Context: an optimization exercise on an open-source flow, tuned for a short achievable clock period and few clock cycles. The choices shown serve that exercise and are no tape-out recipe. Only simulation tests tie the RTL to the original design; equivalence was not proved. No activity file was given, so power comes from the tool's default toggle rates.

==> flow/design.v <==
module dsrb_bridge (
    input  wire        clk,
    input  wire        rst,           
    input  wire        in_valid,
    output wire        in_ready,
    input  wire [15:0] in_data,
    input  wire        in_last,
    output wire        out_valid,
    input  wire        out_ready,
    output wire [15:0] out_data,
    output wire        out_last,
    output wire [1:0]  out_evt,       
    output wire        led_rx,
    output wire        led_tx,
    output wire        reset_line,
    output wire        clk_frozen,
    output wire        uart_en
);
    localparam [5:0] MASK        = 6'd63;    
    localparam [7:0] THRESH      = 8'd24;
    localparam [7:0] EP_IN_SIZE  = 8'd32;
    localparam [7:0] EP_OUT_SIZE = 8'd48;
    localparam [7:0] FLUSH_TICKS = 8'd4;
    localparam [7:0] PULSE_TICKS = 8'd10;
    localparam [2:0] ST_UNATT = 3'd0, ST_POWERED = 3'd1, ST_SUSP = 3'd2,
                     ST_DEFAULT = 3'd3, ST_ADDR = 3'd4, ST_CONF = 3'd5;
    localparam [3:0] RS_OK = 4'h0, RS_NO = 4'h1, RS_PEND = 4'h2, RS_IGN = 4'h3, RS_FAULT = 4'hF;
    localparam [7:0] WMAX   = 8'd54;
    localparam       QDEPTH = 32;            
    reg [7:0]  rxbuf [0:63];
    reg [7:0]  txbuf [0:63];
    reg [5:0]  rxw, rxr, txw, txr;
    reg [5:0]  occ_rx, occ_tx;
    reg [2:0]  dstate, prev;
    reg [7:0]  config_r;
    reg        ien_susp, ien_wake;
    reg        bridge, flush_pend, rx_ovr;
    reg [1:0]  flush_cnt;
    reg [3:0]  pulse_rx, pulse_tx;
    reg [31:0] lc_baud;
    reg        baud_nz;                  
    reg [7:0]  lc_fmt, lc_par, lc_bits;
    reg [15:0] cls;
    reg [3:0]  fault_code;
    reg        fault_multi;
    reg [7:0]  fault_cmd;
    reg [7:0]  pb [0:5];                 
    reg [63:0] rx_pend;
    reg [15:0] iq_data [0:3];
    reg        iq_last [0:3];
    reg        iq_word [0:3];
    reg [5:0]  iq_inc  [0:3];
    reg [2:0]  iq_cnt;
    reg        in_ready_r;
    reg        exp_word;                 
    reg [7:0]  wown;                     
    reg [7:0]  wdelta;                   
    reg [3:0]  npush;                    
    reg [5:0]  ncmd;                     
    reg [6:0]  sum_r;                    
    reg [5:0]  pred_i;                   
    reg [8:0]  th_0, th_1, th_8, th_i;   
    reg [7:0]  refund;                   
    reg        moved_r;
    assign in_ready = in_ready_r;
    wire acc   = in_valid & in_ready_r;
    wire acc_w = acc & exp_word;
    wire in_is_instep = (in_data[12:8] == 5'h08) & in_data[0];
    wire in_is_getlc  = (in_data[12:8] == 5'h18);
    wire in_is_push   = (in_data[12:8] == 5'h01);
    wire [5:0] inc_now = in_is_instep ? pred_i : (in_is_getlc ? 6'd8 : 6'd1);
    wire [5:0] pred_i_nx = (sum_r >= 7'd30) ? 6'd33 : (sum_r[5:0] + 6'd3);
    wire [5:0] pred_m_nx = (sum_r >= 7'd29) ? 6'd33 :
                           ((sum_r < 7'd4) ? 6'd8 : (sum_r[5:0] + 6'd4));
    wire [8:0] th0_nx = {1'b0, WMAX} - {3'b000, pred_m_nx};
    wire [7:0] wsum  = wown + wdelta;           
    wire [8:0] wnext = {1'b0, wsum};
    wire c_0 = (wnext <= th_0);
    wire c_1 = (wnext <= th_1);
    wire c_8 = (wnext <= th_8);
    wire c_i = (wnext <= th_i);
    wire w_ok = !acc_w ? c_0 : (in_is_instep ? c_i : (in_is_getlc ? c_8 : c_1));
    wire iq_ok  = ({1'b0, iq_cnt} + {3'b000, acc}) <= 4'd3;
    wire cmd_ok = ({1'b0, ncmd} + {6'd0, acc_w}) <= (QDEPTH - 2);
    wire exp_word_nx = acc ? in_last : exp_word;
    reg        d_valid, d_word, d_last, d_ok, d_hz;
    reg [15:0] d_cmd;
    reg [7:0]  d_byte;
    reg [2:0]  d_pidx;                   
    reg [5:0]  d_inc;
    reg [3:0]  d_fcode;
    reg        d_op01, d_op04, d_op09, d_op19;   
    reg        f_rxpush, f_rxpop, f_rxocc, f_txpush, f_txpop, f_txocc, f_ringrst,
               f_instep, f_outstep, f_tick, f_csrrd, f_vbus, f_susp, f_wake,
               f_eorst, f_addr, f_setcfg, f_getlc, f_setlc, f_setcls, f_sendbrk,
               f_unsup, f_dev;
    reg [15:0] cur_cmd;
    reg [5:0]  cur_inc;
    reg [7:0]  pcnt;                     
    reg [7:0]  rem;                      
    reg [3:0]  cur_fc;                   
    reg        cur_big;                  
    reg [22:0] cur_ops;
    wire [15:0] h_data = iq_data[0];
    wire        h_last = iq_last[0];
    wire        h_word = iq_word[0];
    wire [5:0]  h_inc  = iq_inc[0];
    wire        iq_ne  = (iq_cnt != 3'd0);
    wire [2:0]  w_port = h_data[15:13];
    wire [4:0]  w_op   = h_data[12:8];
    wire [7:0]  w_d8   = h_data[7:0];
    reg       illegal, owner_ok;
    reg [7:0] resv;
    reg [7:0] w_plen;
    reg [3:0] w_fc;
    always @(*) begin
        illegal  = (w_port == 3'd7) || (w_op >= 5'h0B && w_op <= 5'h0E) || w_op == 5'h16 || w_op == 5'h17;
        case (w_op)
            5'h00:                         owner_ok = 1'b1;
            5'h01:                         owner_ok = (w_port == 3'd0);
            5'h05:                         owner_ok = (w_port == 3'd1);
            5'h02, 5'h03, 5'h04, 5'h06,
            5'h08, 5'h09:                  owner_ok = (w_port == 3'd2);
            5'h07, 5'h10, 5'h11, 5'h12,
            5'h13, 5'h14, 5'h15:           owner_ok = (w_port == 3'd3);
            5'h0A:                         owner_ok = (w_port == 3'd5);
            5'h0F:                         owner_ok = (w_port == 3'd6);
            default:                       owner_ok = (w_port == 3'd4);    
        endcase
        case (w_op)
            5'h07:                                         resv = 8'hFC;
            5'h08, 5'h10:                                  resv = 8'hFE;
            5'h01, 5'h04, 5'h09, 5'h0F, 5'h15,
            5'h1C, 5'h1D, 5'h1E, 5'h1F:                    resv = 8'h00;
            default:                                       resv = 8'hFF;
        endcase
        case (w_op)
            5'h19:                             w_plen = 8'd7;
            5'h1A, 5'h1B:                      w_plen = 8'd2;
            5'h09, 5'h1C, 5'h1D, 5'h1E, 5'h1F: w_plen = w_d8;
            default:                           w_plen = 8'd0;
        endcase
        if (illegal)                          w_fc = 4'd1;
        else if (!owner_ok)                   w_fc = 4'd2;
        else if ((w_d8 & resv) != 8'd0)       w_fc = 4'd3;
        else                                  w_fc = 4'd0;
    end
    wire w_big = (w_op == 5'h09) && (w_d8 > EP_OUT_SIZE);
    wire [22:0] w_ops = {
        ((w_op[4:3] == 2'b10 && w_op[2:1] != 2'b11) || w_op == 5'h19),    
        (w_op[4:2] == 3'b111),                                            
        (w_op == 5'h1B), (w_op == 5'h1A), (w_op == 5'h19), (w_op == 5'h18),  
        (w_op == 5'h15), (w_op == 5'h14), (w_op == 5'h13), (w_op == 5'h12),  
        (w_op == 5'h11), (w_op == 5'h10), (w_op == 5'h0F), (w_op == 5'h0A),  
        (w_op == 5'h09), (w_op == 5'h08), (w_op == 5'h07), (w_op == 5'h06),  
        (w_op == 5'h05), (w_op == 5'h04), (w_op == 5'h03), (w_op == 5'h02),  
        (w_op == 5'h01)};                                                 
    wire [3:0]  fc_word = (w_fc != 4'd0) ? w_fc : ((w_plen != 8'd0) ? 4'd4 : 4'd0);
    wire [3:0]  fc_pay  = (cur_fc != 4'd0) ? cur_fc :
                          ((rem != 8'd1) ? 4'd4 : (cur_big ? 4'd5 : 4'd0));
    wire [3:0]  fcode   = h_word ? fc_word : fc_pay;
    wire        dc_ok   = h_word ? ((w_fc == 4'd0) && (w_plen == 8'd0)) :
                                   ((cur_fc == 4'd0) && (rem == 8'd1) && !cur_big);
    wire [22:0] dc_ops  = h_word ? w_ops : cur_ops;
    wire [22:0] dc_f    = (dc_ok && h_last) ? dc_ops : 23'd0;
    wire [7:0] d8 = d_cmd[7:0];
    wire [5:0] free_tx = ~occ_tx;
    reg        p_valid;
    reg [3:0]  p_status;
    reg        p_v;
    reg [7:0]  p_imm;
    reg [1:0]  p_sel;                    
    reg [5:0]  p_ptr;
    reg [5:0]  p_plen;
    reg        p_lc;
    reg [1:0]  p_evt;
    reg [7:0]  p_idx;
    reg [5:0]  p_inc;
    reg        o_valid;
    reg [5:0]  o_left;
    reg        o_lc;
    wire       q_empty;
    reg        lc_busy;                  
    wire st_push = d_op01 & d_last & d_hz;    
    wire st_lc   = f_setlc & lc_busy;
    wire go_raw  = d_valid & !st_lc;             
    wire e_go    = go_raw & !st_push;
    wire ex_raw  = go_raw & d_last;
    wire ex      = e_go & d_last;
    wire d_take  = iq_ne & (!d_valid | e_go);
    reg [5:0] sp_addr;
    reg [5:0] sp_room;
    wire ctl_state = (dstate == ST_DEFAULT) || (dstate == ST_ADDR) || (dstate == ST_CONF);
    wire lc_valid  = (pb[4] == 8'd0 || pb[4] == 8'd2) && (pb[5] <= 8'd2) &&
                     (d_byte >= 8'd5 && d_byte <= 8'd8);
    wire pb_baud_nz = (pb[0] != 8'd0) || (pb[1] != 8'd0) || (pb[2] != 8'd0) || (pb[3] != 8'd0);
    wire rx_full  = (occ_rx == MASK);
    wire rx_empty = (occ_rx == 6'd0);
    wire tx_full  = (occ_tx == MASK);
    wire tx_empty = (occ_tx == 6'd0);
    wire [5:0] k  = occ_rx[5] ? 6'd32 : occ_rx;
    wire do_rxpush = f_rxpush & bridge & !rx_full;
    wire do_rxpop  = f_rxpop & !rx_empty;
    wire do_drain  = f_instep & bridge & d8[0] &
                     (occ_rx[5] | (occ_rx[4] & occ_rx[3]) | (flush_pend & !rx_empty));
    wire do_txpush = f_txpush & bridge & !tx_full;
    wire do_txpop  = f_txpop & !tx_empty;
    wire os_fit    = ({2'b00, free_tx} >= d8);
    wire do_outstep = f_outstep & bridge & os_fit;
    reg  [2:0] dv_dstate, dv_prev;
    reg  [7:0] dv_config;
    reg        dv_ien_susp, dv_ien_wake;
    reg        dv_cls_clr, dv_rings_clr, dv_tx_clr, dv_flush_clr, dv_lc_we, dv_baud_nz;
    reg  [3:0] dv_status;
    always @(*) begin
        dv_dstate = dstate; dv_prev = prev; dv_config = config_r;
        dv_ien_susp = ien_susp; dv_ien_wake = ien_wake;
        dv_cls_clr = 1'b0; dv_rings_clr = 1'b0; dv_tx_clr = 1'b0; dv_flush_clr = 1'b0;
        dv_lc_we = 1'b0; dv_baud_nz = baud_nz;
        dv_status = RS_OK;
        if (f_vbus) begin
            if (d8[0]) begin
                if (dstate == ST_UNATT) dv_dstate = ST_POWERED;
                else dv_status = RS_IGN;
            end else begin
                if (dstate == ST_UNATT) dv_status = RS_IGN;
                else begin
                    dv_dstate = ST_UNATT; dv_prev = 3'd0; dv_config = 8'd0;
                    dv_ien_susp = 1'b1; dv_ien_wake = 1'b0;
                    dv_cls_clr = 1'b1; dv_rings_clr = 1'b1;
                end
            end
        end
        if (f_susp) begin
            if (ien_susp && (dstate == ST_POWERED || dstate == ST_DEFAULT ||
                             dstate == ST_ADDR || dstate == ST_CONF)) begin
                dv_prev = dstate; dv_dstate = ST_SUSP;
                dv_ien_susp = 1'b0; dv_ien_wake = 1'b1;
            end else dv_status = RS_IGN;
        end
        if (f_wake) begin
            if (ien_wake && dstate == ST_SUSP) begin
                dv_dstate = (prev == ST_ADDR || prev == ST_CONF) ? prev : ST_POWERED;
                dv_prev = 3'd0;
                dv_ien_susp = 1'b1; dv_ien_wake = 1'b0;
            end else dv_status = RS_IGN;
        end
        if (f_eorst) begin
            dv_dstate = ST_DEFAULT; dv_prev = 3'd0; dv_config = 8'd0;
            dv_ien_susp = 1'b1; dv_ien_wake = 1'b0;
            dv_cls_clr = 1'b1;
        end
        if (f_addr) begin
            if (dstate == ST_DEFAULT) dv_dstate = ST_ADDR;
            else dv_status = RS_IGN;
        end
        if (f_setcfg) begin
            if (dstate == ST_ADDR || dstate == ST_CONF) begin
                if (d8 != 8'd0) begin
                    dv_dstate = ST_CONF; dv_config = d8;
                    dv_rings_clr = 1'b1; dv_flush_clr = 1'b1;
                end else begin
                    dv_dstate = ST_ADDR; dv_config = 8'd0;
                end
            end else dv_status = RS_IGN;
        end
        if (f_setlc) begin
            if (!ctl_state || !lc_valid) dv_status = RS_IGN;
            else begin
                dv_lc_we = 1'b1; dv_baud_nz = pb_baud_nz; dv_tx_clr = 1'b1;
            end
        end
    end
    wire dv_gate   = (dv_dstate == ST_CONF) && dv_baud_nz;
    wire gate_off  = f_dev & bridge & !dv_gate;     
    wire gate_on   = f_dev & !bridge & dv_gate;
    wire clr_rx    = gate_off | (f_dev & dv_rings_clr) | (f_ringrst & d8[0]);
    wire clr_tx    = gate_off | (f_dev & (dv_rings_clr | dv_tx_clr)) | (f_ringrst & d8[1]);
    reg [3:0] r_status;
    reg       r_v;
    reg [7:0] r_imm;
    reg [1:0] r_sel;
    reg [5:0] r_ptr;
    reg [5:0] r_plen;
    reg       r_lc;
    reg [1:0] r_evt;
    always @(*) begin
        r_status = RS_OK; r_v = 1'b0; r_imm = 8'd0; r_sel = 2'd0; r_ptr = rxr;
        r_plen = 6'd0; r_lc = 1'b0; r_evt = 2'b00;
        if (!d_ok) begin
            r_status = RS_FAULT; r_v = 1'b1; r_imm = {4'd0, d_fcode};
        end
        if (f_rxpush && !do_rxpush) r_status = RS_NO;
        if (f_rxpop) begin
            if (!do_rxpop) r_status = RS_NO;
            else begin r_v = 1'b1; r_sel = 2'd1; end
        end
        if (f_rxocc) begin r_v = 1'b1; r_imm = {2'b00, occ_rx}; end
        if (f_txpush && !do_txpush) r_status = RS_NO;
        if (f_txpop) begin
            if (!do_txpop) r_status = RS_NO;
            else begin r_v = 1'b1; r_sel = 2'd2; r_ptr = txr; end
        end
        if (f_txocc) begin r_v = 1'b1; r_imm = {2'b00, occ_tx}; end
        if (f_instep) begin
            if (!do_drain) r_status = RS_NO;
            else begin r_v = 1'b1; r_imm = {2'b00, k}; r_plen = k; end
        end
        if (f_outstep) begin
            if (!bridge) r_status = RS_NO;
            else if (os_fit) begin r_v = 1'b1; r_imm = d8; end
            else begin r_status = RS_PEND; r_v = 1'b1; r_imm = {2'b00, free_tx}; end
        end
        if (f_csrrd) begin r_v = 1'b1; r_sel = 2'd3; end
        if (f_getlc) begin
            if (!ctl_state) r_status = RS_IGN;
            else begin r_v = 1'b1; r_imm = 8'd7; r_plen = 6'd7; r_lc = 1'b1; end
        end
        if (f_setcls || f_sendbrk) begin
            if (!ctl_state) r_status = RS_IGN;
        end
        if (f_unsup) r_status = RS_IGN;
        if (f_dev) r_status = dv_status;
        if (f_eorst) r_evt = 2'b10;
        if (f_setlc && dv_lc_we) r_evt = 2'b01;
    end
    wire [63:0] drain_mask;
    genvar gi;
    generate
        for (gi = 0; gi < 64; gi = gi + 1) begin : g_dm
            localparam [5:0] IDX = gi;
            wire [5:0] off = IDX - rxr;
            assign drain_mask[gi] = occ_rx[5] ? !off[5] : (off < occ_rx);
        end
    endgenerate
    reg [7:0] csr;
    always @(*) begin
        case (p_idx)
            8'h00: csr = {2'b00, rxw};
            8'h01: csr = {2'b00, rxr};
            8'h02: csr = {2'b00, txw};
            8'h03: csr = {2'b00, txr};
            8'h04: csr = {1'b0, prev, 1'b0, dstate};
            8'h05: csr = {4'b0000, 1'b1, ien_wake, ien_susp, 1'b1};
            8'h06: csr = config_r;
            8'h07: csr = {5'b00000, rx_ovr, flush_pend, bridge};
            8'h08: csr = {6'd0, flush_cnt};
            8'h09: csr = {4'd0, pulse_rx};
            8'h0A: csr = {4'd0, pulse_tx};
            8'h0B: csr = {3'b000, baud_nz, (dstate == ST_SUSP), cls[0],
                          (pulse_tx != 4'd0), (pulse_rx != 4'd0)};
            8'h0C: csr = {fault_multi, 3'b000, fault_code};
            8'h0D: csr = fault_cmd;
            8'h10: csr = lc_baud[7:0];
            8'h11: csr = lc_baud[15:8];
            8'h12: csr = lc_baud[23:16];
            8'h13: csr = lc_baud[31:24];
            8'h14: csr = lc_fmt;
            8'h15: csr = lc_par;
            8'h16: csr = lc_bits;
            8'h18: csr = cls[7:0];
            8'h19: csr = cls[15:8];
            8'h20: csr = {2'b00, MASK};
            8'h21: csr = {2'b00, MASK};
            8'h22: csr = THRESH;
            8'h23: csr = EP_IN_SIZE;
            8'h24: csr = EP_OUT_SIZE;
            8'h25: csr = FLUSH_TICKS;
            8'h26: csr = PULSE_TICKS;
            default: csr = 8'h00;
        endcase
    end
    reg [7:0] p_data;
    always @(*) begin
        case (p_sel)
            2'd0: p_data = p_imm;
            2'd1: p_data = rxbuf[p_ptr];
            2'd2: p_data = txbuf[p_ptr];
            default: p_data = csr;
        endcase
    end
    wire [4:0] p_lvl = {baud_nz, (dstate == ST_SUSP), cls[0], (pulse_tx != 4'd0), (pulse_rx != 4'd0)};
    localparam QW = 33;
    reg [QW-1:0] q_mem [0:QDEPTH-1];
    reg [4:0]    q_wp, q_rp;
    reg [5:0]    q_cnt;
    assign q_empty = (q_cnt == 6'd0);
    wire [QW-1:0] q_in = {p_status, p_v, p_data, p_evt, p_lvl, p_plen, p_lc, p_ptr};
    wire [QW-1:0] q_hd = q_mem[q_rp];
    wire [3:0] qh_status = q_hd[32:29];
    wire       qh_v      = q_hd[28];
    wire [7:0] qh_data   = q_hd[27:20];
    wire [1:0] qh_evt    = q_hd[19:18];
    wire [4:0] qh_lvl    = q_hd[17:13];
    wire [5:0] qh_plen   = q_hd[12:7];
    wire       qh_lc     = q_hd[6];
    wire [5:0] qh_ptr    = q_hd[5:0];
    reg [15:0] o_data;
    reg        o_last;
    reg [1:0]  o_evt;
    reg [4:0]  o_lvl;
    reg [5:0]  o_ptr;
    reg [2:0]  o_lci;
    assign out_valid  = o_valid;
    assign out_data   = o_data;
    assign out_last   = o_last;
    assign out_evt    = o_evt;
    assign led_rx     = o_lvl[0];
    assign led_tx     = o_lvl[1];
    assign reset_line = o_lvl[2];
    assign clk_frozen = o_lvl[3];
    assign uart_en    = o_lvl[4];
    reg [7:0] lc_byte;
    always @(*) begin
        case (o_lci)
            3'd0: lc_byte = lc_baud[7:0];
            3'd1: lc_byte = lc_baud[15:8];
            3'd2: lc_byte = lc_baud[23:16];
            3'd3: lc_byte = lc_baud[31:24];
            3'd4: lc_byte = lc_fmt;
            3'd5: lc_byte = lc_par;
            default: lc_byte = lc_bits;
        endcase
    end
    wire [7:0] pay_byte = o_lc ? lc_byte : rxbuf[o_ptr];
    wire o_adv   = !o_valid | out_ready;
    wire o_moved = o_valid & out_ready;
    wire o_pay   = o_adv & (o_left != 6'd0);
    wire q_pop   = o_adv & (o_left == 6'd0) & !q_empty;
    integer i;
    always @(posedge clk) begin
        if (e_go && d_op01 && d_last)
            rxbuf[rxw] <= d8;
        if (go_raw && d_op04 && d_word && d_last)
            txbuf[txw] <= d8;
        else if (go_raw && !d_word && d_op09 && (sp_room != 6'd0))
            txbuf[sp_addr] <= d_byte;
        if (go_raw && !d_word && d_pidx < 3'd6)
            pb[d_pidx] <= d_byte;
    end
    always @(posedge clk) begin
        if (rst) begin
            in_ready_r <= 1'b0;
            exp_word <= 1'b1;
            iq_cnt <= 3'd0;
            wown <= 8'd0; wdelta <= 8'd0; npush <= 4'd0; ncmd <= 6'd0;
            sum_r <= 7'd0; pred_i <= 6'd33;
            th_0 <= 9'd0; th_1 <= 9'd0; th_8 <= 9'd0; th_i <= 9'd0;
            refund <= 8'd0; moved_r <= 1'b0;
            rem <= 8'd0; cur_fc <= 4'd0; cur_big <= 1'b0; cur_ops <= 23'd0;
            d_valid <= 1'b0;
            cur_cmd <= 16'd0; cur_inc <= 6'd0; pcnt <= 8'd0;
            sp_addr <= 6'd0; sp_room <= 6'd0;
            p_valid <= 1'b0;
            q_wp <= 5'd0; q_rp <= 5'd0; q_cnt <= 6'd0;
            o_valid <= 1'b0; o_left <= 6'd0; o_lc <= 1'b0; o_ptr <= 6'd0; o_lci <= 3'd0;
            o_data <= 16'd0; o_last <= 1'b0; o_evt <= 2'b00; o_lvl <= 5'd0;
            lc_busy <= 1'b0;
            rx_pend <= 64'd0;
            rxw <= 6'd0; rxr <= 6'd0; txw <= 6'd0; txr <= 6'd0;
            occ_rx <= 6'd0; occ_tx <= 6'd0;
            dstate <= ST_UNATT; prev <= 3'd0; config_r <= 8'd0;
            ien_susp <= 1'b1; ien_wake <= 1'b0;
            bridge <= 1'b0; flush_pend <= 1'b0; rx_ovr <= 1'b0;
            flush_cnt <= 2'd0; pulse_rx <= 4'd0; pulse_tx <= 4'd0;
            lc_baud <= 32'd0; baud_nz <= 1'b0; lc_fmt <= 8'd0; lc_par <= 8'd0; lc_bits <= 8'd0;
            cls <= 16'd0;
            fault_code <= 4'd0; fault_multi <= 1'b0; fault_cmd <= 8'd0;
        end else begin
            for (i = 0; i < 4; i = i + 1) begin
                if (d_take) begin
                    if (acc && iq_cnt == i + 1) begin
                        iq_data[i] <= in_data; iq_last[i] <= in_last;
                        iq_word[i] <= exp_word; iq_inc[i] <= inc_now;
                    end else if (i < 3) begin
                        iq_data[i] <= iq_data[i+1]; iq_last[i] <= iq_last[i+1];
                        iq_word[i] <= iq_word[i+1]; iq_inc[i] <= iq_inc[i+1];
                    end
                end else if (acc && iq_cnt == i) begin
                    iq_data[i] <= in_data; iq_last[i] <= in_last;
                    iq_word[i] <= exp_word; iq_inc[i] <= inc_now;
                end
            end
            iq_cnt <= iq_cnt + {2'd0, acc} - {2'd0, d_take};
            exp_word <= exp_word_nx;
            in_ready_r <= iq_ok && cmd_ok && (!exp_word_nx || w_ok);
            moved_r <= o_moved;
            refund  <= p_valid ? ({2'b00, p_inc} - {2'b00, p_plen} - 8'd1) : 8'd0;
            wdelta  <= (acc_w ? {2'b00, inc_now} : 8'd0) - refund - {7'd0, moved_r};
            wown    <= wnext[7:0];
            sum_r   <= {1'b0, occ_rx} + {3'b000, npush};
            pred_i  <= pred_i_nx;
            th_0    <= th0_nx;
            th_1    <= th0_nx - 9'd1;
            th_8    <= th0_nx - 9'd8;
            th_i    <= th0_nx - {3'b000, pred_i_nx};
            npush <= npush + {3'd0, acc_w & in_is_push} - {3'd0, ex & d_op01};
            ncmd <= ncmd + {5'd0, acc_w} - {5'd0, q_pop};
            if (d_take) begin
                d_valid <= 1'b1;
                d_word  <= h_word;
                d_last  <= h_last;
                d_cmd   <= h_word ? h_data : cur_cmd;
                d_byte  <= h_data[7:0];
                d_pidx  <= (pcnt > 8'd6) ? 3'd7 : pcnt[2:0];
                d_inc   <= h_word ? h_inc : cur_inc;
                d_fcode <= fcode;
                d_ok    <= dc_ok;
                d_op01  <= h_word ? w_ops[0] : cur_ops[0];
                d_op04  <= h_word ? w_ops[3] : cur_ops[3];
                d_op09  <= h_word ? w_ops[8] : cur_ops[8];
                d_op19  <= h_word ? w_ops[18] : cur_ops[18];
                d_hz    <= rx_pend[rxw] | (d_valid & d_op01 & d_last & rx_pend[rxw + 6'd1]) |
                           ((f_ringrst | f_dev) & rx_pend[0]);
                {f_dev, f_unsup, f_sendbrk, f_setcls, f_setlc, f_getlc, f_setcfg, f_addr,
                 f_eorst, f_wake, f_susp, f_vbus, f_csrrd, f_tick, f_outstep, f_instep,
                 f_ringrst, f_txocc, f_txpop, f_txpush, f_rxocc, f_rxpop, f_rxpush} <= dc_f;
                if (h_word) begin
                    cur_cmd <= h_data;
                    cur_inc <= h_inc;
                    pcnt    <= 8'd0;
                    rem     <= w_plen;
                    cur_fc  <= w_fc;
                    cur_big <= w_big;
                    cur_ops <= w_ops;
                end else begin
                    pcnt <= pcnt + 8'd1;
                    rem  <= rem - 8'd1;
                end
            end else if (e_go) begin
                d_valid <= 1'b0;
                {f_dev, f_unsup, f_sendbrk, f_setcls, f_setlc, f_getlc, f_setcfg, f_addr,
                 f_eorst, f_wake, f_susp, f_vbus, f_csrrd, f_tick, f_outstep, f_instep,
                 f_ringrst, f_txocc, f_txpop, f_txpush, f_rxocc, f_rxpop, f_rxpush} <= 23'd0;
            end else begin
                d_hz <= rx_pend[rxw];
            end
            if (go_raw && d_word && !d_last) begin
                sp_addr <= txw;
                sp_room <= free_tx;
            end else if (go_raw && !d_word) begin
                sp_addr <= sp_addr + 6'd1;
                if (sp_room != 6'd0) sp_room <= sp_room - 6'd1;
            end
            rx_pend <= (rx_pend & ~((o_pay && !o_lc) ? (64'd1 << o_ptr) : 64'd0))
                     | ((ex_raw && do_drain) ? drain_mask : 64'd0);
            if (ex_raw && clr_rx) begin
                rxw <= 6'd0; rxr <= 6'd0; occ_rx <= 6'd0;
            end else if (ex && do_rxpush) begin
                rxw <= rxw + 6'd1; occ_rx <= occ_rx + 6'd1;
            end else if (ex_raw && do_rxpop) begin
                rxr <= rxr + 6'd1; occ_rx <= occ_rx - 6'd1;
            end else if (ex_raw && do_drain) begin
                rxr <= occ_rx[5] ? {~rxr[5], rxr[4:0]} : rxw;
                occ_rx <= occ_rx[5] ? {1'b0, occ_rx[4:0]} : 6'd0;
            end
            if (ex_raw && f_rxpush && bridge && rx_full) rx_ovr <= 1'b1;
            if (ex_raw && clr_tx) begin
                txw <= 6'd0; txr <= 6'd0; occ_tx <= 6'd0;
            end else if (ex_raw && do_txpush) begin
                txw <= txw + 6'd1; occ_tx <= occ_tx + 6'd1;
            end else if (ex_raw && do_txpop) begin
                txr <= txr + 6'd1; occ_tx <= occ_tx - 6'd1;
            end else if (ex_raw && do_outstep) begin
                txw <= txw + d8[5:0]; occ_tx <= occ_tx + d8[5:0];
            end
            if (ex_raw) begin
                if (gate_off || (f_dev && dv_flush_clr)) begin
                    flush_cnt <= 2'd0; flush_pend <= 1'b0;
                end else if (do_drain) begin
                    flush_pend <= 1'b0;
                end else if (f_tick && bridge) begin
                    if (flush_cnt == 2'd3) flush_pend <= 1'b1;
                    flush_cnt <= flush_cnt + 2'd1;
                end
                if (gate_off) pulse_rx <= 4'd0;
                else if (do_rxpop || do_drain) pulse_rx <= PULSE_TICKS[3:0];
                else if (f_tick && pulse_rx != 4'd0) pulse_rx <= pulse_rx - 4'd1;
                if (gate_off) pulse_tx <= 4'd0;
                else if (do_txpush || (do_outstep && d8 != 8'd0)) pulse_tx <= PULSE_TICKS[3:0];
                else if (f_tick && pulse_tx != 4'd0) pulse_tx <= pulse_tx - 4'd1;
            end
            if (ex_raw && f_dev) begin
                dstate <= dv_dstate; prev <= dv_prev; config_r <= dv_config;
                ien_susp <= dv_ien_susp; ien_wake <= dv_ien_wake;
                baud_nz <= dv_baud_nz;
                if (gate_off) bridge <= 1'b0;
                else if (gate_on) bridge <= 1'b1;
                if (dv_lc_we) begin
                    lc_baud <= {pb[3], pb[2], pb[1], pb[0]};
                    lc_fmt <= pb[4]; lc_par <= pb[5]; lc_bits <= d_byte;
                end
                if (dv_cls_clr) cls <= 16'd0;
            end
            if (ex_raw && f_setcls && ctl_state) cls <= {d_byte, pb[0]};
            if (ex_raw && !d_ok) begin
                if (fault_code == 4'd0) begin
                    fault_code <= d_fcode;
                    fault_cmd  <= d_cmd[15:8];
                end else begin
                    fault_multi <= 1'b1;
                end
            end
            p_valid <= ex;
            if (ex) begin
                p_status <= r_status;
                p_v      <= r_v;
                p_imm    <= r_imm;
                p_sel    <= r_sel;
                p_ptr    <= r_ptr;
                p_plen   <= r_plen;
                p_lc     <= r_lc;
                p_evt    <= r_evt;
                p_idx    <= d8;
                p_inc    <= d_inc;
            end
            if (p_valid) begin
                q_mem[q_wp] <= q_in;
                q_wp <= q_wp + 5'd1;
            end
            q_cnt <= q_cnt + {5'd0, p_valid} - {5'd0, q_pop};
            if (q_pop) q_rp <= q_rp + 5'd1;
            lc_busy <= p_valid | !q_empty | (o_left != 6'd0) | (d_valid & d_last & !d_op19);
            if (o_pay) begin
                o_valid <= 1'b1;
                o_data  <= {8'h00, pay_byte};
                o_last  <= (o_left == 6'd1);
                o_evt   <= 2'b00;
                o_left  <= o_left - 6'd1;
                o_ptr   <= o_ptr + 6'd1;
                o_lci   <= o_lci + 3'd1;
            end else if (q_pop) begin
                o_valid <= 1'b1;
                o_data  <= {qh_status, 3'b000, qh_v, qh_data};
                o_last  <= (qh_plen == 6'd0);
                o_evt   <= qh_evt;
                o_lvl   <= qh_lvl;
                o_left  <= qh_plen;
                o_lc    <= qh_lc;
                o_ptr   <= qh_ptr;
                o_lci   <= 3'd0;
            end else if (o_adv) begin
                o_valid <= 1'b0;
            end
        end
    end
endmodule
==> flow/run.sh <==
#!/bin/bash
# synth_recipe.tcl (not shown) runs the flow's synth.tcl, then flattens the netlist and writes it again
# the make line also repeats each setting of config.mk as NAME=value (left out here)
make -C /OpenROAD-flow-scripts/flow DESIGN_CONFIG=/design/flow/config.mk WORK_HOME=/design/flow/orfs CLKGATE_MAP_FILE= SYNTH_SCRIPT=/design/flow/synth_recipe.tcl finish
==> flow/config.mk <==
export PLATFORM = sky130hd
export DESIGN_NAME = dsrb_bridge
export DESIGN_NICKNAME = dsrb_bridge
export VERILOG_FILES = /design/flow/design.v
export SDC_FILE = /design/flow/constraint.sdc
export NUM_CORES = 4
export LEC_CHECK = 0
export ABC_CLOCK_PERIOD_IN_PS = 3000
export CAP_MARGIN = 20
export CORE_MARGIN = 2
export CORE_UTILIZATION = 60
export PLACE_DENSITY = 0.7
export SETUP_SLACK_MARGIN = 5
export SLEW_MARGIN = 20
==> flow/constraint.sdc <==
create_clock -name core_clock -period 9.0 [get_ports {clk}]
set_input_delay 1.8000 -clock core_clock [delete_from_list [all_inputs] [get_ports {clk}]]
set_output_delay 1.8000 -clock core_clock [all_outputs]
set_load 0.01 [all_outputs]
==> flow_metrics.env, run 1 <==
export IMPL_drv_cap=0
export IMPL_grt_pass1_wl_um=503300
export IMPL_insertion_delay_ns=0.94
export IMPL_gp_congestion=0.9657
export IMPL_cp_top_family="simple AND/OR/NAND/NOR gates"
export IMPL_cp_num_buf_inv=0
export IMPL_grt_max_degree=134
export IMPL_critPathSlowestCell="nand3_1"
export IMPL_ioPinCount=47
export IMPL_outcome="complete, no violations"
export IMPL_fp_dieArea_um2=208000
export IMPL_fin_tns_setup_ns=0
export IMPL_drive_gt1_share_pct=20.59
export IMPL_setup_slack_ns=4.650
export IMPL_slowest_delay_ns=1.00
export IMPL_mostFrequentLayoutCell="edfxtp_1"
export IMPL_routed_wl_um=345100
export IMPL_drcViolationCount=0
export IMPL_cts_tree="yes"
export IMPL_core_area_um2=202700
export IMPL_synth_area_um2=122600
export IMPL_max_freq_mhz=229.9
export IMPL_min_delay_start="d_inc[2]"
export IMPL_ir_worst_vdd_uv=236.8
export IMPL_netlist_instances=8044
export IMPL_reg2reg_from="f_setlc"
export IMPL_clock_path_buffers=4
export IMPL_wl_met1_um=133700
export IMPL_ys_warn_count=5
export IMPL_mostFrequentLayoutCells="2302 x edfxtp_1, 748 x mux4_2, 571 x nor2_1, 556 x nand2_1, 431 x dfxtp_1"
export IMPL_antenna_left=0
export IMPL_rows=165
export IMPL_die_y_um=456.1
export IMPL_fill_cells=13750
export IMPL_htree_levels=5
export IMPL_syn_area_per_cell_um2=15.24
export IMPL_synth_main_ff_cell="edfxtp_1"
export IMPL_io_buffers=43
export IMPL_dr_first_iter_drc_count=10080
export IMPL_routed_top_layer="met5"
export IMPL_max_slew_margin_rel_pct=19.98
export IMPL_dr_wl_met3_um=34270
export IMPL_dp_slack_ns=3.782
export IMPL_nNetsFinal=8446
export IMPL_crit_chain="a21boi_2 > nand2_1 > nor2_1 > nand3_1 > nor2_1"
export IMPL_p_per_area_nw_per_um2=264.1
export IMPL_vias=75170
export IMPL_fin_crit_ns=4.350
export IMPL_cts_hold_fix_buffers=0
export IMPL_start_util_pct=60.49
export IMPL_cp_required_ns=9.52
export IMPL_post_route_period_util_pct=48.33
export IMPL_clk_pin_slew_ns=0.06
export IMPL_overflow=0
export IMPL_critPathKind="register to register"
export IMPL_finClkSkew_ns=0.07087
export IMPL_synthDistinctLibCells=96
export IMPL_synth_edff_count=2302
export IMPL_syn_to_final_growth_pct=11.59
export IMPL_cp_startpoint="f_setlc"
export IMPL_final_area_um2=136800
export IMPL_root_buffer="clkbuf_16"
export IMPL_final_hold_viol_count=0
export IMPL_rsz0062_at_grt="true"
export IMPL_total_power_mw=36.14
export IMPL_vias_per_cell=6.823
export IMPL_finalSetupViolations=0
export IMPL_track_usage_pct=32.91
export IMPL_cts_sinks=2749
export IMPL_p_leak_nw=45.02
export IMPL_tightest_slew_ns=1.196
export IMPL_grt_pass1_vias=73160
export IMPL_fin_util_pct=67.50
export IMPL_worstPathMaxFanout=9
export IMPL_seq_area_frac_synth_pct=63.67
export IMPL_synth_async_reset_ratio_pct=0
export IMPL_critPathCaptureType="register"
export IMPL_hpwl_um=215500
export IMPL_hold_class="register to register"
export IMPL_antenna_found_initial=10
export IMPL_dr_pass1_iters=6
export IMPL_numCtsBuffers=299
export IMPL_dr_wl_met2_um=162100
export IMPL_crit_top_cell="nor2_1"
export IMPL_slew_violations=0
export IMPL_place_area_um2=126300
export IMPL_fp_dieW_um=456.1
export IMPL_post_drt_wl_per_cell_um=31.32
export IMPL_cp_arrival_ns=4.87
export IMPL_cp_start_kind="register"
export IMPL_synth_seq_cells=2749
path summary, 6_finish.rpt:
| kind | endpoint | slack (ns) | cells past startpoint |
|---|---|---|---|
| worst min-delay path | p_inc[2] | 0.43 | 0 |
| worst min register to register | p_inc[2] | 0.43 | 0 |
| worst max register to register | rxbuf[53][7] | 4.65 | 5 |
| worst max-delay path | rxbuf[53][7] | 4.65 | 5 |
metal layers:
layer	vias up	global-route usage, %
met1	38410	46.77
met4	2	12.35
met2	4418	51.30
li1	31600	-
met5	-	0
met3	741	6.078
cell type report:
class	count	area [um2]	share of cell area [%]
clock buffers	388	8147	5.953
inverters	247	937.1	0.6848
repair buffers	237	2242	1.639
clock inverters	136	1368	0.9994
diodes	6	15.01	0.01097
multi-input cells	4582	42670	31.18
well taps	2672	3343	2.443
flip-flops and latches	2749	78120	57.09
sequential cells by signal (all words and copies together) (netlist names), 12 cells and up, named ones only:
| register | flops |
|---|---|
| cur_ops | 23 |
| txbuf | 512 |
| cur_cmd | 16 |
| d_cmd | 16 |
| cls | 16 |
| q_mem | 1024 |
| o_data | 12 |
| pb | 48 |
| iq_inc | 24 |
| rx_pend | 64 |
| lc_baud | 32 |
| iq_data | 64 |
| rxbuf | 512 |
logic make-up after synthesis:
logic type | share of synthesized area, %
AOI/OAI and AO/OA | 6.406
xor gates and xnor gates | 1.143
adders and majority gates | 3.226
buffers and inverters | 2.384
DFF | 63.67
muxes | 16.07
other | 0.003058
and+or+nand+nor | 7.102
repair_timing:
| action | in CTS | in global routing |
|---|---|---|
| endpoints found under the setup margin | 955 | 1034 |
| setup buffers | 2 | 13 |
| cloned | 0 | 1 |
| gates resized for setup | 115 | 103 |
| endpoints found under the hold margin | 0 | 0 |
| pin swaps | 0 | 3 |
report_power, final:
| part | leakage (nW) | switching, mW | total, mW | internal (mW) |
|---|---|---|---|---|
| Clock | 4.64 | 4.98 | 12.1 | 7.10 |
| Sequential | 24.5 | 0.803 | 16.0 | 15.2 |
| Combinational | 15.9 | 4.97 | 8.10 | 3.13 |
synthesized netlist by cell type, types with 41 or more instances:
| cell type | n | area [um2] |
|---|---|---|
| nand2_1 | 579 | 2173 |
| and2_1 | 41 | 256.5 |
| buf_1 | 60 | 225.2 |
| a221oi_1 | 58 | 508.0 |
| edfxtp_1 | 2302 | 69130 |
| a21oi_1 | 296 | 1481 |
| o22ai_1 | 80 | 500.5 |
| nand2b_1 | 66 | 412.9 |
| nor3_1 | 99 | 495.5 |
| nor2_1 | 699 | 2624 |
| nor2b_1 | 82 | 513.0 |
| a22oi_1 | 72 | 540.5 |
| inv_1 | 240 | 900.9 |
| a21o_1 | 78 | 585.6 |
| o21ai_0 | 158 | 790.8 |
| xnor2_1 | 108 | 945.9 |
| mux2i_1 | 202 | 2022 |
| ha_1 | 297 | 3716 |
| dfxtp_1 | 447 | 8949 |
| xor2_1 | 52 | 455.4 |
| mux4_2 | 748 | 16850 |
| a211oi_1 | 112 | 840.8 |
| nand3_1 | 120 | 600.6 |
| a31oi_1 | 41 | 256.5 |
| mux2_2 | 74 | 833.3 |
| clkbuf_1 | 291 | 1092 |
| buf_2 | 89 | 445.4 |
stage by stage:
step                hold WS [ns]  instances
finish                    0.4298      11020
CTS                       0.4288      10990
global placement          0.4053      10450
floorplan                 0.4003       8048
global route              0.4302      11010
detailed placement        0.4130      10460
Testbench counts, summed over its fixed seeds: cycles 36,722.
==> run 2, diff against run 1 <==
--- a/flow/config.mk
+++ b/flow/config.mk
@@ -8,7 +8,7 @@
 export ABC_CLOCK_PERIOD_IN_PS = 3000
 export CAP_MARGIN = 20
 export CORE_MARGIN = 2
-export CORE_UTILIZATION = 60
-export PLACE_DENSITY = 0.7
+export CORE_UTILIZATION = 40
+export PLACE_DENSITY = 0.6
 export SETUP_SLACK_MARGIN = 5
 export SLEW_MARGIN = 20
==> flow_metrics.env, run 2 <==
export IMPL_r2r_cells=4
export IMPL_crit_path_end="rxbuf[49][5]"
export IMPL_cts_sinks=2749
export IMPL_p_per_area_nw_per_um2=262.3
export IMPL_cts_tree="yes"
export IMPL_mostFrequentLayoutCell="edfxtp_1"
export IMPL_ir_worst_vdd_uv=212.1
export IMPL_ys_warn_count=5
export IMPL_insertion_delay_ns=0.91
export IMPL_slew_violations=0
export IMPL_critPathCaptureType="register"
export IMPL_synthDistinctLibCells=96
export IMPL_clock_path_buffers=4
export IMPL_syn_area_per_cell_um2=15.24
export IMPL_fp_dieArea_um2=311000
export IMPL_drcViolationCount=0
export IMPL_grt_pass1_wl_um=507700
export IMPL_max_slew_margin_rel_pct=14.05
export IMPL_rsz0062_at_grt="true"
export IMPL_syn_to_final_growth_pct=13.55
export IMPL_critPathKind="register to register"
export IMPL_r2r_setup_slack_ns=4.88
export IMPL_max_freq_mhz=242.7
export IMPL_vias_per_cell=5.918
export IMPL_cp_start_kind="register"
export IMPL_numCtsBuffers=297
export IMPL_grt_max_degree=151
export IMPL_post_drt_wl_per_cell_um=28.07
export IMPL_reg_top3="q_mem x1024, rxbuf x512, txbuf x512"
export IMPL_yosysTopAreaCell="edfxtp_1"
export IMPL_outcome="complete, no violations"
export IMPL_synth_main_ff_cell="edfxtp_1"
export IMPL_cp_arrival_ns=4.59
export IMPL_fin_tns_setup_ns=0
export IMPL_grt_pass1_vias=72680
export IMPL_synth_commonest_cells="2302 x edfxtp_1, 748 x mux4_2, 699 x nor2_1"
export IMPL_tightest_slew_ns=1.283
export IMPL_synth_area_um2=122600
export IMPL_core_area_um2=305600
export IMPL_netlist_instances=8044
export IMPL_cp_required_ns=9.47
export IMPL_vias=73790
export IMPL_antenna_found_initial=16
export IMPL_fill_cells=26210
export IMPL_yosysMostFrequentCell="edfxtp_1"
export IMPL_dr_first_iter_drc_count=9032
export IMPL_routed_wl_um=350000
export IMPL_overflow=0
export IMPL_mostFrequentLayoutCells="2302 x edfxtp_1, 748 x mux4_2, 556 x nor2_1, 555 x nand2_1, 428 x dfxtp_1"
export IMPL_fin_crit_ns=4.121
export IMPL_top_register="q_mem"
export IMPL_gp_congestion=0.9331
export IMPL_worstPathMaxFanout=52
export IMPL_finalSetupViolations=0
export IMPL_yosysTopAreaCellShare_pct=56.37
export IMPL_nNetsFinal=8454
export IMPL_finClkSkew_ns=0.06973
export IMPL_final_seq_area_um2=78120
export IMPL_hpwl_um=222400
export IMPL_p_leak_nw=45.33
export IMPL_synth_async_reset_ratio_pct=0
export IMPL_seq_area_frac_synth_pct=63.67
export IMPL_die_y_um=557.7
export IMPL_dr_pass1_iters=6
export IMPL_post_route_period_util_pct=45.78
export IMPL_drive_gt1_share_pct=20.99
export IMPL_antenna_left=0
export IMPL_fp_dieW_um=557.7
export IMPL_clk_pin_slew_ns=0.07
export IMPL_multi_input_area_um2=42890
export IMPL_io_buffers=43
export IMPL_largest_reg_flops=1024
export IMPL_drv_cap=0
export IMPL_cts_hold_fix_buffers=0
export IMPL_synth_seq_cells=2749
export IMPL_hold_class="register to register"
export IMPL_ioPinCount=47
export IMPL_worstReg2RegEnd="rxbuf[49][5]"
export IMPL_synth_edff_count=2302
export IMPL_final_hold_viol_count=0
export IMPL_timing_hold_ws_ns=0.4528
export IMPL_reg2reg_from="rxw[0]"
export IMPL_track_usage_pct=22.09
export IMPL_rows=203
export IMPL_synth_area_leaders="edfxtp_1 56%, mux4_2 14%, dfxtp_1 7.3%, ha_1 3.0%, nor2_1 2.1%"
export IMPL_cp_startpoint="rxw[0]"
export IMPL_root_buffer="clkbuf_16"
export IMPL_start_util_pct=40.13
export IMPL_htree_levels=5
==> run 2: critical path, cell delays in order (launching register included) <==
cell	delay, ns
dfxtp_2	0.31
buf_4	0.60
nor2b_1	0.98
nand2_1	0.84
nor2_1	0.97
==> run 2: worst min path at each step <==
stage                    start         end  slack, ns  cells past startpoint
finish                d_inc[0]    p_inc[0]       0.45                      0
global route          d_inc[0]    p_inc[0]       0.47                      0
CTS                 cur_ops[7]  cur_ops[7]       0.45                      2
detailed placement  cur_ops[7]  cur_ops[7]       0.45                      2
global placement      d_inc[1]    p_inc[1]       0.43                      0
floorplan             d_inc[0]    p_inc[0]       0.40                      0
==> run 2: repair_timing <==
item	CTS	global route
buffers inserted	8	22
pin swaps	1	4
setup endpoints to repair	1553	1349
gates resized for setup	211	68
cloned	3	1
==> run 2: area by class of cell <==
type                            instances  area share [%]
Sequential cell                      2749           56.11
Multi-Input combinational cell       4583           30.80
Clock buffer                          384           5.886
Tap cell                             4100           3.684
Timing Repair Buffer                  246           1.700
Clock inverter                        157           1.141
Inverter                              247          0.6739
Antenna cell                            3        0.005391
==> run 2: per-stage QoR <==
stage / util, % / cell area, um2 / power [mW] / instances / setup WS, ns
2_1_floorplan: - / 122700 / 21.35 / 8048 / 4.734
3_3_place_gp: 41.87 / 127900 / 24.07 / 11880 / 3.594
3_5_place_dp: 41.89 / 128000 / 24.25 / 11890 / 3.633
4_1_cts: 45.41 / 138800 / 36.62 / 12440 / 4.768
5_1_grt: 45.57 / 139200 / 37.91 / 12470 / 4.902
6_report: 45.57 / 139200 / 36.53 / 12470 / 4.879
==> run 2: logic make-up after synthesis <==
| family | Yosys count | synth area share, % |
|---|---|---|
| buffers and inverters | 717 | 2.384 |
| and+or+nand+nor | 1919 | 7.102 |
| muxes | 1024 | 16.07 |
| other | 1 | 0.003058 |
| adders and majority gates | 309 | 3.226 |
| xor gates and xnor gates | 160 | 1.143 |
| DFF | 2749 | 63.67 |
| AOI/OAI and AO/OA | 1165 | 6.406 |
==> run 2: routing by layer <==
| layer | vias to the layer above | share of wire, % | global-route usage [%] | routed length, um |
|---|---|---|---|---|
| met3 | 533 | 8.3 | 4.028 | 29070 |
| met5 | - | 0.026 | 0 | 92 |
| li1 | 31690 | - | - | - |
| met2 | 3317 | 47 | 35.09 | 164800 |
| met1 | 38240 | 42 | 31.17 | 146500 |
| met4 | 14 | 2.7 | 6.031 | 9568 |
==> run 2: where the power goes <==
part / internal [mW] / switching (mW)
clock network: 7.23 / 5.08
registers: 15.2 / 0.776
logic: 3.18 / 5.11
==> run 3, diff against run 2 <==
==> flow/flow/run.sh (new file) <==
#!/bin/bash
set -euo pipefail
MARGIN=${MARGIN:-6.5}
bash standard.sh SETUP_SLACK_MARGIN=$MARGIN finish > run_make.log 2>&1
==> flow/standard.sh (new file) <==
#!/bin/bash
# synth_recipe.tcl (not shown) runs the flow's synth.tcl, then flattens the netlist and writes it again
# the make line also repeats each setting of config.mk as NAME=value (left out here)
make -C /OpenROAD-flow-scripts/flow DESIGN_CONFIG=/design/flow/config.mk WORK_HOME=/design/flow/orfs CLKGATE_MAP_FILE= SYNTH_SCRIPT=/design/flow/synth_recipe.tcl "${@:-finish}"
removed: flow/run.sh
==> flow_metrics.env, run 3 <==
export IMPL_fp_dieArea_um2=311000
export IMPL_rows=203
export IMPL_dp_slack_ns=3.924
export IMPL_crit_chain="buf_6 > buf_12 > buf_16 > mux4_2 > mux4_2 > nor2_4 > a2111oi_4 > buf_4 > a211oi_4 > o31ai_4 > buf_12 > buf_12 > buf_12"
export IMPL_final_hold_viol_count=0
export IMPL_insertion_delay_ns=0.95
export IMPL_vias=82420
export IMPL_io_buffers=43
export IMPL_outcome="complete, no violations"
export IMPL_fill_cells=24080
export IMPL_cts_sinks=2749
export IMPL_yosysTopAreaCellShare_pct=56.37
export IMPL_fp_dieW_um=557.7
export IMPL_root_buffer="clkbuf_16"
export IMPL_rsz0062_at_grt="true"
export IMPL_largest_reg_flops=1024
export IMPL_routed_top_layer="met5"
export IMPL_antenna_found_initial=13
export IMPL_max_slew_margin_rel_pct=23.11
export IMPL_netlist_instances=8044
export IMPL_antenna_left=0
export IMPL_vias_per_cell=6.135
export IMPL_post_route_period_util_pct=38.01
export IMPL_critPathKind="register to register"
export IMPL_dr_first_iter_drc_count=11190
export IMPL_cp_arrival_ns=4.06
export IMPL_setup_slack_ns=5.579
export IMPL_dr_wl_met3_um=43890
export IMPL_synth_edff_count=2302
export IMPL_dr_pass1_iters=8
export IMPL_worstPathMaxFanout=10
export IMPL_p_per_area_nw_per_um2=257.3
export IMPL_start_util_pct=40.13
export IMPL_drv_cap=0
export IMPL_hold_class="register to register"
export IMPL_reg_top3="q_mem x1024, rxbuf x512, txbuf x512"
export IMPL_synth_seq_cells=2749
export IMPL_dr_wl_met2_um=199900
export IMPL_yosysMostFrequentCell="edfxtp_1"
export IMPL_tightest_slew_ns=1.153
export IMPL_final_cells=13430
export IMPL_grt_pass1_wl_um=581700
export IMPL_numPlacedInstances=11880
export IMPL_gp_congestion=0.9025
export IMPL_synth_async_reset_ratio_pct=0
export IMPL_crit_top_cell="buf_12"
export IMPL_mostFrequentLayoutCells="2302 x edfxtp_1, 748 x mux4_2, 508 x nand2_1, 491 x buf_4, 466 x nor2_1"
export IMPL_core_area_um2=305600
export IMPL_hpwl_um=225200
export IMPL_clock_path_buffers=4
export IMPL_finClkSkew_ns=0.09432
export IMPL_grt_pass1_vias=79170
export IMPL_overflow=0
export IMPL_drive_gt1_share_pct=37.79
export IMPL_cts_tree="yes"
export IMPL_cp_num_buf_inv=7
export IMPL_synth_main_ff_cell="edfxtp_1"
export IMPL_post_drt_wl_per_cell_um=31.96
export IMPL_numCtsBuffers=299
export IMPL_cp_top_family="multiplexers"
export IMPL_fin_util_pct=52.32
export IMPL_seq_area_frac_synth_pct=63.67
export IMPL_slew_violations=0
export IMPL_syn_area_per_cell_um2=15.24
export IMPL_cts_hold_fix_buffers=0
export IMPL_yosysTopAreaCell="edfxtp_1"
export IMPL_synthDistinctLibCells=96
export IMPL_routed_wl_um=429300
export IMPL_min_delay_start="d_inc[5]"
export IMPL_p_leak_nw=53.60
export IMPL_cp_required_ns=9.64
export IMPL_drcViolationCount=0
export IMPL_ioPinCount=47
export IMPL_nNetsFinal=9415
export IMPL_syn_to_final_growth_pct=30.37
export IMPL_ys_warn_count=5
export IMPL_fin_crit_ns=3.421
export IMPL_critPathCaptureType="register"
export IMPL_synth_area_leaders="edfxtp_1 56%, mux4_2 14%, dfxtp_1 7.3%, ha_1 3.0%, nor2_1 2.1%"
export IMPL_die_y_um=557.7
export IMPL_finalSetupViolations=0
export IMPL_slowest_delay_ns=0.54
export IMPL_final_seq_area_um2=78270
export IMPL_clk_pin_slew_ns=0.06
export IMPL_wl_met1_um=164000
export IMPL_grt_max_degree=86
export IMPL_htree_levels=5
export IMPL_track_usage_pct=25.85
export IMPL_fin_tns_setup_ns=0
export IMPL_critPathSlowestCell="mux4_2"
export IMPL_cp_start_kind="register"
export IMPL_synth_area_um2=122600
export IMPL_multi_input_area_um2=49570
export IMPL_synth_commonest_cells="2302 x edfxtp_1, 748 x mux4_2, 699 x nor2_1"
export IMPL_max_freq_mhz=292.3
export IMPL_ir_worst_vdd_uv=153.0
export IMPL_mostFrequentLayoutCell="edfxtp_1"
export IMPL_top_register="q_mem"
-- run 3: layer usage --
layer	vias up	global-route usage [%]
met5	-	0
met4	6	10.41
li1	33820	-
met1	42740	35.05
met3	954	4.663
met2	4890	41.20
-- run 3: area by class of cell --
class,count,share of cell area [%]
clock buffers,391,4.994
multi-input cells,4621,31.01
clock inverters,152,0.9830
repair buffers,1159,10.09
repair inverters,8,0.04931
flip-flops and latches,2749,48.96
well taps,4100,3.209
inverters,247,0.6927
diodes,6,0.009392
-- run 3: what timing repair did --
action,4_1_cts,5_1_grt
cloned,111,85
endpoints found under the hold margin,0,0
buffers inserted,551,253
pin swaps,350,363
endpoints found under the setup margin,3520,2259
resized for setup,1260,629
-- run 3: path summary, 6_finish.rpt --
check	endpoint	slack, ns	cells after the start
worst min register to register	p_inc[5]	0.43	0
worst max-delay path	q_mem[4][25]	5.58	13
worst min-delay path	p_inc[5]	0.43	0
worst max register to register	q_mem[4][25]	5.58	13
-- run 3: report_power, final --
group / internal, mW / switching (mW) / leakage, nW
Sequential: 15.2 / 0.683 / 24.6
Combinational: 5.89 / 7.29 / 24.4
Clock: 6.82 / 5.30 / 4.62
-- run 3: per-stage QoR --
stage	area, um2	hold slack, ns	power, mW
after detailed placement	129800	0.4337	24.56
final	159900	0.4290	41.14
after CTS	152700	0.4357	39.32
after floorplan	125700	0.4003	21.85
after global routing	159800	0.4432	42.39
after global placement	129800	0.4270	24.39
-- run 3: logic make-up after synthesis --
kind of cell	synth area share, %
simple gates	7.102
buf+inv	2.384
compound gates	6.406
fa+ha+maj	3.226
flops	63.67
mux	16.07
other cells	0.003058
xor+xnor	1.143
==> run 4, diff against run 3 <==
--- a/flow/design.v
+++ b/flow/design.v
@@ -53,8 +53,7 @@
     reg [2:0]  iq_cnt;
     reg        in_ready_r;
     reg        exp_word;                 
-    reg [7:0]  wown;                     
-    reg [7:0]  wdelta;                   
+    reg [7:0]  wacc;                     
     reg [3:0]  npush;                    
     reg [5:0]  ncmd;                     
     reg [6:0]  sum_r;                    
@@ -73,12 +72,16 @@
     wire [5:0] pred_m_nx = (sum_r >= 7'd29) ? 6'd33 :
                            ((sum_r < 7'd4) ? 6'd8 : (sum_r[5:0] + 6'd4));
     wire [8:0] th0_nx = {1'b0, WMAX} - {3'b000, pred_m_nx};
-    wire [7:0] wsum  = wown + wdelta;           
-    wire [8:0] wnext = {1'b0, wsum};
-    wire c_0 = (wnext <= th_0);
-    wire c_1 = (wnext <= th_1);
-    wire c_8 = (wnext <= th_8);
-    wire c_i = (wnext <= th_i);
+    wire c_0 = ({1'b0, wacc} <= th_0);
+    wire c_1 = ({1'b0, wacc} <= th_1);
+    wire c_8 = ({1'b0, wacc} <= th_8);
+    wire c_i = ({1'b0, wacc} <= th_i);
+    wire [7:0] wbase = wacc - refund - {7'd0, moved_r};
+    wire [7:0] wa_0  = wbase;
+    wire [7:0] wa_1  = wbase + 8'd1;
+    wire [7:0] wa_8  = wbase + 8'd8;
+    wire [7:0] wa_i  = wbase + {2'b00, pred_i};
+    wire [7:0] wacc_nx = !acc_w ? wa_0 : (in_is_instep ? wa_i : (in_is_getlc ? wa_8 : wa_1));
     wire w_ok = !acc_w ? c_0 : (in_is_instep ? c_i : (in_is_getlc ? c_8 : c_1));
     wire iq_ok  = ({1'b0, iq_cnt} + {3'b000, acc}) <= 4'd3;
     wire cmd_ok = ({1'b0, ncmd} + {6'd0, acc_w}) <= (QDEPTH - 2);
@@ -175,6 +178,7 @@
     reg        p_lc;
     reg [1:0]  p_evt;
     reg [7:0]  p_idx;
+    reg [7:0]  p_rxd, p_txd;             
     reg [5:0]  p_inc;
     reg        o_valid;
     reg [5:0]  o_left;
@@ -194,10 +198,7 @@
     wire lc_valid  = (pb[4] == 8'd0 || pb[4] == 8'd2) && (pb[5] <= 8'd2) &&
                      (d_byte >= 8'd5 && d_byte <= 8'd8);
     wire pb_baud_nz = (pb[0] != 8'd0) || (pb[1] != 8'd0) || (pb[2] != 8'd0) || (pb[3] != 8'd0);
-    wire rx_full  = (occ_rx == MASK);
-    wire rx_empty = (occ_rx == 6'd0);
-    wire tx_full  = (occ_tx == MASK);
-    wire tx_empty = (occ_tx == 6'd0);
+    reg  rx_full, rx_empty, tx_full, tx_empty;    
     wire [5:0] k  = occ_rx[5] ? 6'd32 : occ_rx;
     wire do_rxpush = f_rxpush & bridge & !rx_full;
     wire do_rxpop  = f_rxpop & !rx_empty;
@@ -299,7 +300,7 @@
         if (f_txpush && !do_txpush) r_status = RS_NO;
         if (f_txpop) begin
             if (!do_txpop) r_status = RS_NO;
-            else begin r_v = 1'b1; r_sel = 2'd2; r_ptr = txr; end
+            else begin r_v = 1'b1; r_sel = 2'd2; end
         end
         if (f_txocc) begin r_v = 1'b1; r_imm = {2'b00, occ_tx}; end
         if (f_instep) begin
@@ -374,8 +375,8 @@
     always @(*) begin
         case (p_sel)
             2'd0: p_data = p_imm;
-            2'd1: p_data = rxbuf[p_ptr];
-            2'd2: p_data = txbuf[p_ptr];
+            2'd1: p_data = p_rxd;
+            2'd2: p_data = p_txd;
             default: p_data = csr;
         endcase
     end
@@ -443,7 +444,7 @@
             in_ready_r <= 1'b0;
             exp_word <= 1'b1;
             iq_cnt <= 3'd0;
-            wown <= 8'd0; wdelta <= 8'd0; npush <= 4'd0; ncmd <= 6'd0;
+            wacc <= 8'd0; npush <= 4'd0; ncmd <= 6'd0;
             sum_r <= 7'd0; pred_i <= 6'd33;
             th_0 <= 9'd0; th_1 <= 9'd0; th_8 <= 9'd0; th_i <= 9'd0;
             refund <= 8'd0; moved_r <= 1'b0;
@@ -459,6 +460,7 @@
             rx_pend <= 64'd0;
             rxw <= 6'd0; rxr <= 6'd0; txw <= 6'd0; txr <= 6'd0;
             occ_rx <= 6'd0; occ_tx <= 6'd0;
+            rx_full <= 1'b0; rx_empty <= 1'b1; tx_full <= 1'b0; tx_empty <= 1'b1;
             dstate <= ST_UNATT; prev <= 3'd0; config_r <= 8'd0;
             ien_susp <= 1'b1; ien_wake <= 1'b0;
             bridge <= 1'b0; flush_pend <= 1'b0; rx_ovr <= 1'b0;
@@ -486,8 +488,7 @@
             in_ready_r <= iq_ok && cmd_ok && (!exp_word_nx || w_ok);
             moved_r <= o_moved;
             refund  <= p_valid ? ({2'b00, p_inc} - {2'b00, p_plen} - 8'd1) : 8'd0;
-            wdelta  <= (acc_w ? {2'b00, inc_now} : 8'd0) - refund - {7'd0, moved_r};
-            wown    <= wnext[7:0];
+            wacc    <= wacc_nx;
             sum_r   <= {1'b0, occ_rx} + {3'b000, npush};
             pred_i  <= pred_i_nx;
             th_0    <= th0_nx;
@@ -546,23 +547,31 @@
                      | ((ex_raw && do_drain) ? drain_mask : 64'd0);
             if (ex_raw && clr_rx) begin
                 rxw <= 6'd0; rxr <= 6'd0; occ_rx <= 6'd0;
+                rx_full <= 1'b0; rx_empty <= 1'b1;
             end else if (ex && do_rxpush) begin
                 rxw <= rxw + 6'd1; occ_rx <= occ_rx + 6'd1;
+                rx_full <= (occ_rx == 6'd62); rx_empty <= 1'b0;
             end else if (ex_raw && do_rxpop) begin
                 rxr <= rxr + 6'd1; occ_rx <= occ_rx - 6'd1;
+                rx_full <= 1'b0; rx_empty <= (occ_rx == 6'd1);
             end else if (ex_raw && do_drain) begin
                 rxr <= occ_rx[5] ? {~rxr[5], rxr[4:0]} : rxw;
                 occ_rx <= occ_rx[5] ? {1'b0, occ_rx[4:0]} : 6'd0;
+                rx_full <= 1'b0; rx_empty <= !occ_rx[5] || (occ_rx[4:0] == 5'd0);
             end
             if (ex_raw && f_rxpush && bridge && rx_full) rx_ovr <= 1'b1;
             if (ex_raw && clr_tx) begin
                 txw <= 6'd0; txr <= 6'd0; occ_tx <= 6'd0;
+                tx_full <= 1'b0; tx_empty <= 1'b1;
             end else if (ex_raw && do_txpush) begin
                 txw <= txw + 6'd1; occ_tx <= occ_tx + 6'd1;
+                tx_full <= (occ_tx == 6'd62); tx_empty <= 1'b0;
             end else if (ex_raw && do_txpop) begin
                 txr <= txr + 6'd1; occ_tx <= occ_tx - 6'd1;
+                tx_full <= 1'b0; tx_empty <= (occ_tx == 6'd1);
             end else if (ex_raw && do_outstep) begin
                 txw <= txw + d8[5:0]; occ_tx <= occ_tx + d8[5:0];
+                tx_full <= (d8[5:0] == free_tx); tx_empty <= tx_empty && (d8[5:0] == 6'd0);
             end
             if (ex_raw) begin
                 if (gate_off || (f_dev && dv_flush_clr)) begin
@@ -612,6 +621,8 @@
                 p_lc     <= r_lc;
                 p_evt    <= r_evt;
                 p_idx    <= d8;
+                p_rxd    <= rxbuf[rxr];
+                p_txd    <= txbuf[txr];
                 p_inc    <= d_inc;
             end
             if (p_valid) begin
==> flow_metrics.env, run 4 <==
export IMPL_final_hold_viol_count=0
export IMPL_critPathCaptureType="output pin"
export IMPL_vias_per_cell=6.130
export IMPL_fin_crit_ns=3.301
export IMPL_synth_area_um2=122600
export IMPL_mostFrequentLayoutCell="edfxtp_1"
export IMPL_max_slew_margin_rel_pct=23.04
export IMPL_synth_main_ff_cell="edfxtp_1"
export IMPL_nNetsFinal=9287
export IMPL_cts_hold_fix_buffers=0
export IMPL_track_usage_pct=25.39
export IMPL_grt_pass1_wl_um=574800
export IMPL_fill_cells=24220
export IMPL_critPathKind="register to output pin"
export IMPL_seq_area_frac_synth_pct=63.92
export IMPL_syn_to_final_growth_pct=29.96
export IMPL_cts_sinks=2755
export IMPL_post_route_period_util_pct=36.68
export IMPL_met3_usage_pct=4.572
export IMPL_ir_worst_vdd_uv=177.6
export IMPL_fin_util_pct=52.18
export IMPL_dr_pass1_iters=8
export IMPL_grt_max_degree=84
export IMPL_total_power_mw=40.31
export IMPL_cp_required_ns=7.20
export IMPL_netlist_instances=7938
export IMPL_dp_slack_ns=3.699
export IMPL_p_per_area_nw_per_um2=253.0
export IMPL_numPlacedInstances=11770
export IMPL_drive_gt1_share_pct=37.80
export IMPL_slowest_delay_ns=0.44
export IMPL_cp_start_kind="register"
export IMPL_multi_input_area_um2=48800
export IMPL_cp_arrival_ns=1.50
export IMPL_yosysTopAreaCellShare_pct=56.78
export IMPL_root_buffer="clkbuf_16"
export IMPL_timing_hold_ws_ns=0.4228
export IMPL_numCtsBuffers=298
export IMPL_finClkSkew_ns=0.05978
export IMPL_fp_dieW_um=557.6
export IMPL_htree_levels=5
export IMPL_finalSetupViolations=0
export IMPL_insertion_delay_ns=0.94
export IMPL_synth_seq_cells=2755
export IMPL_crit_chain="buf_6"
export IMPL_ys_warn_count=5
export IMPL_setup_slack_ns=5.699
export IMPL_final_seq_area_um2=78570
export IMPL_synth_async_reset_ratio_pct=0
export IMPL_max_freq_mhz=302.9
export IMPL_final_cells=13290
export IMPL_vias=81490
export IMPL_overflow=0
export IMPL_worstPathMaxFanout=2
export IMPL_routed_wl_um=411600
export IMPL_slew_violations=0
export IMPL_place_area_um2=130100
export IMPL_antenna_left=0
export IMPL_tightest_slew_ns=1.122
export IMPL_cp_top_family="flip-flops"
export IMPL_die_y_um=557.6
export IMPL_post_drt_wl_per_cell_um=30.96
export IMPL_top_register="q_mem"
export IMPL_clock_path_buffers=4
export IMPL_antenna_found_initial=14
export IMPL_drv_cap=0
export IMPL_reg_top3="q_mem x1024, rxbuf x512, txbuf x512"
export IMPL_rsz0062_at_grt="true"
export IMPL_fp_dieArea_um2=310900
export IMPL_grt_busiest_layer="met2"
export IMPL_io_buffers=43
export IMPL_hold_class="register to register"
export IMPL_drcViolationCount=0
export IMPL_largest_reg_flops=1024
export IMPL_gp_congestion=0.9241
export IMPL_grt_pass1_vias=79350
export IMPL_hpwl_um=223400
export IMPL_yosysTopAreaCell="edfxtp_1"
export IMPL_synth_area_leaders="edfxtp_1 57%, mux4_2 14%, dfxtp_1 7.1%, ha_1 3.1%, nor2_1 1.8%"
export IMPL_met1_usage_pct=35.12
export IMPL_critPathSlowestCell="dfxtp_4"
export IMPL_fin_tns_setup_ns=0
export IMPL_cts_tree="yes"
export IMPL_met2_usage_pct=39.92
export IMPL_dr_first_iter_drc_count=10320
export IMPL_mostFrequentLayoutCells="2318 x edfxtp_1, 781 x mux4_2, 484 x nand2_1, 463 x buf_4, 381 x nor2_1"
export IMPL_rows=203
export IMPL_outcome="complete, no violations"
export IMPL_start_util_pct=40.15
export IMPL_cp_num_buf_inv=1
export IMPL_final_area_um2=159300
export IMPL_synthDistinctLibCells=98
export IMPL_yosysMostFrequentCell="edfxtp_1"
export IMPL_ioPinCount=47
export IMPL_core_area_um2=305300
export IMPL_p_leak_nw=52.16
export IMPL_clk_pin_slew_ns=0.06
export IMPL_synth_edff_count=2318
export IMPL_syn_area_per_cell_um2=15.44
export IMPL_synth_commonest_cells="2318 x edfxtp_1, 781 x mux4_2, 585 x nor2_1"
==> run 4: timing repair <==
action                     4_1_cts  5_1_grt
resized for setup             1242      495
setup endpoints to repair     3573     2464
gates cloned                   106       34
pin swaps                      436      264
buffers inserted               629      207
==> run 4: power breakdown <==
group	total (mW)	leakage, nW	switching (mW)	internal, mW
Combinational	12.0	22.8	6.70	5.27
Sequential	15.9	24.6	0.692	15.2
Clock	12.4	4.77	5.24	7.16
Total	40.3	52.2	12.6	27.7
==> run 4: area by class of cell <==
type	count	area share, %
Tap cell	4100	3.220
Clock inverter	159	1.059
Timing Repair inverter	7	0.04712
Inverter	254	0.6778
Sequential cell	2755	49.31
Multi-Input combinational cell	4489	30.63
Clock buffer	381	5.065
Timing Repair Buffer	1144	9.979
Antenna cell	5	0.007854
==> run 4: worst paths after layout <==
path	from	endpoint	slack, ns	cells past startpoint
worst min-delay path	d_inc[2]	p_inc[2]	0.42	0
worst min register to register	d_inc[2]	p_inc[2]	0.42	0
worst max-delay path	o_valid	out_valid	5.70	1
worst max register to register	p_idx[4]	q_mem[8][26]	5.85	13
==> run 4: per-layer routing <==
metal	routed length (um)	vias up
li1	-	33600
met1	162800	42510
met2	190500	4518
met3	39120	858
met4	19060	8
met5	56	-
==> run 4: cell families (layout without fill, tap and decap cells) <==
| kind of cell | Yosys count | after routing | share of synthesized area, % |
|---|---|---|---|
| AOI/OAI and AO/OA | 1224 | 1234 | 6.662 |
| xor gates and xnor gates | 154 | 154 | 1.100 |
| adders and majority gates | 317 | 317 | 3.309 |
| buffers and inverters | 715 | 1945 | 2.310 |
| DFF | 2755 | 2755 | 63.92 |
| muxes | 937 | 937 | 15.68 |
| other | 1 | 10 | 0.003059 |
| and+or+nand+nor | 1835 | 1842 | 7.019 |
Testbench counts of run 4, summed over its fixed seeds: cycles 36,722.

==> separate check: timing with driven ports <==
How much do the figures lean on ideal ports? The routed layouts below were timed once more, with nothing changed but the port constraints.
Step 1 sets driving cells, clkbuf_16 on the clock port and buf_2 on the other inputs (assumed; they add their load-dependent delay and slew).
Step 2 moves the port delays by t, midway between the first and last clock arrival at a register: inputs arrive t later, outputs are due t later. That takes back most of the time a late clock gives input paths.
Three values: ideal ports, drivers, drivers and shift; two values: the first two.
run	shift t [ns]	setup slack, ns	worst slew at a driven data input, ns
run 1	0.996	4.650 / 4.650 / 4.044	0.08
run 2	0.980	4.879 / 4.879 / 4.176	0.09
run 3	0.996	5.579 / 5.579 / 5.064	0.13
run 4	1.004	5.699 / 5.601 / 5.083	0.21
After both steps setup and hold are still met in every run listed. The setup slack of run 2, which loses most, moves by 0.000 ns with the drivers and by -0.703 ns with both steps.
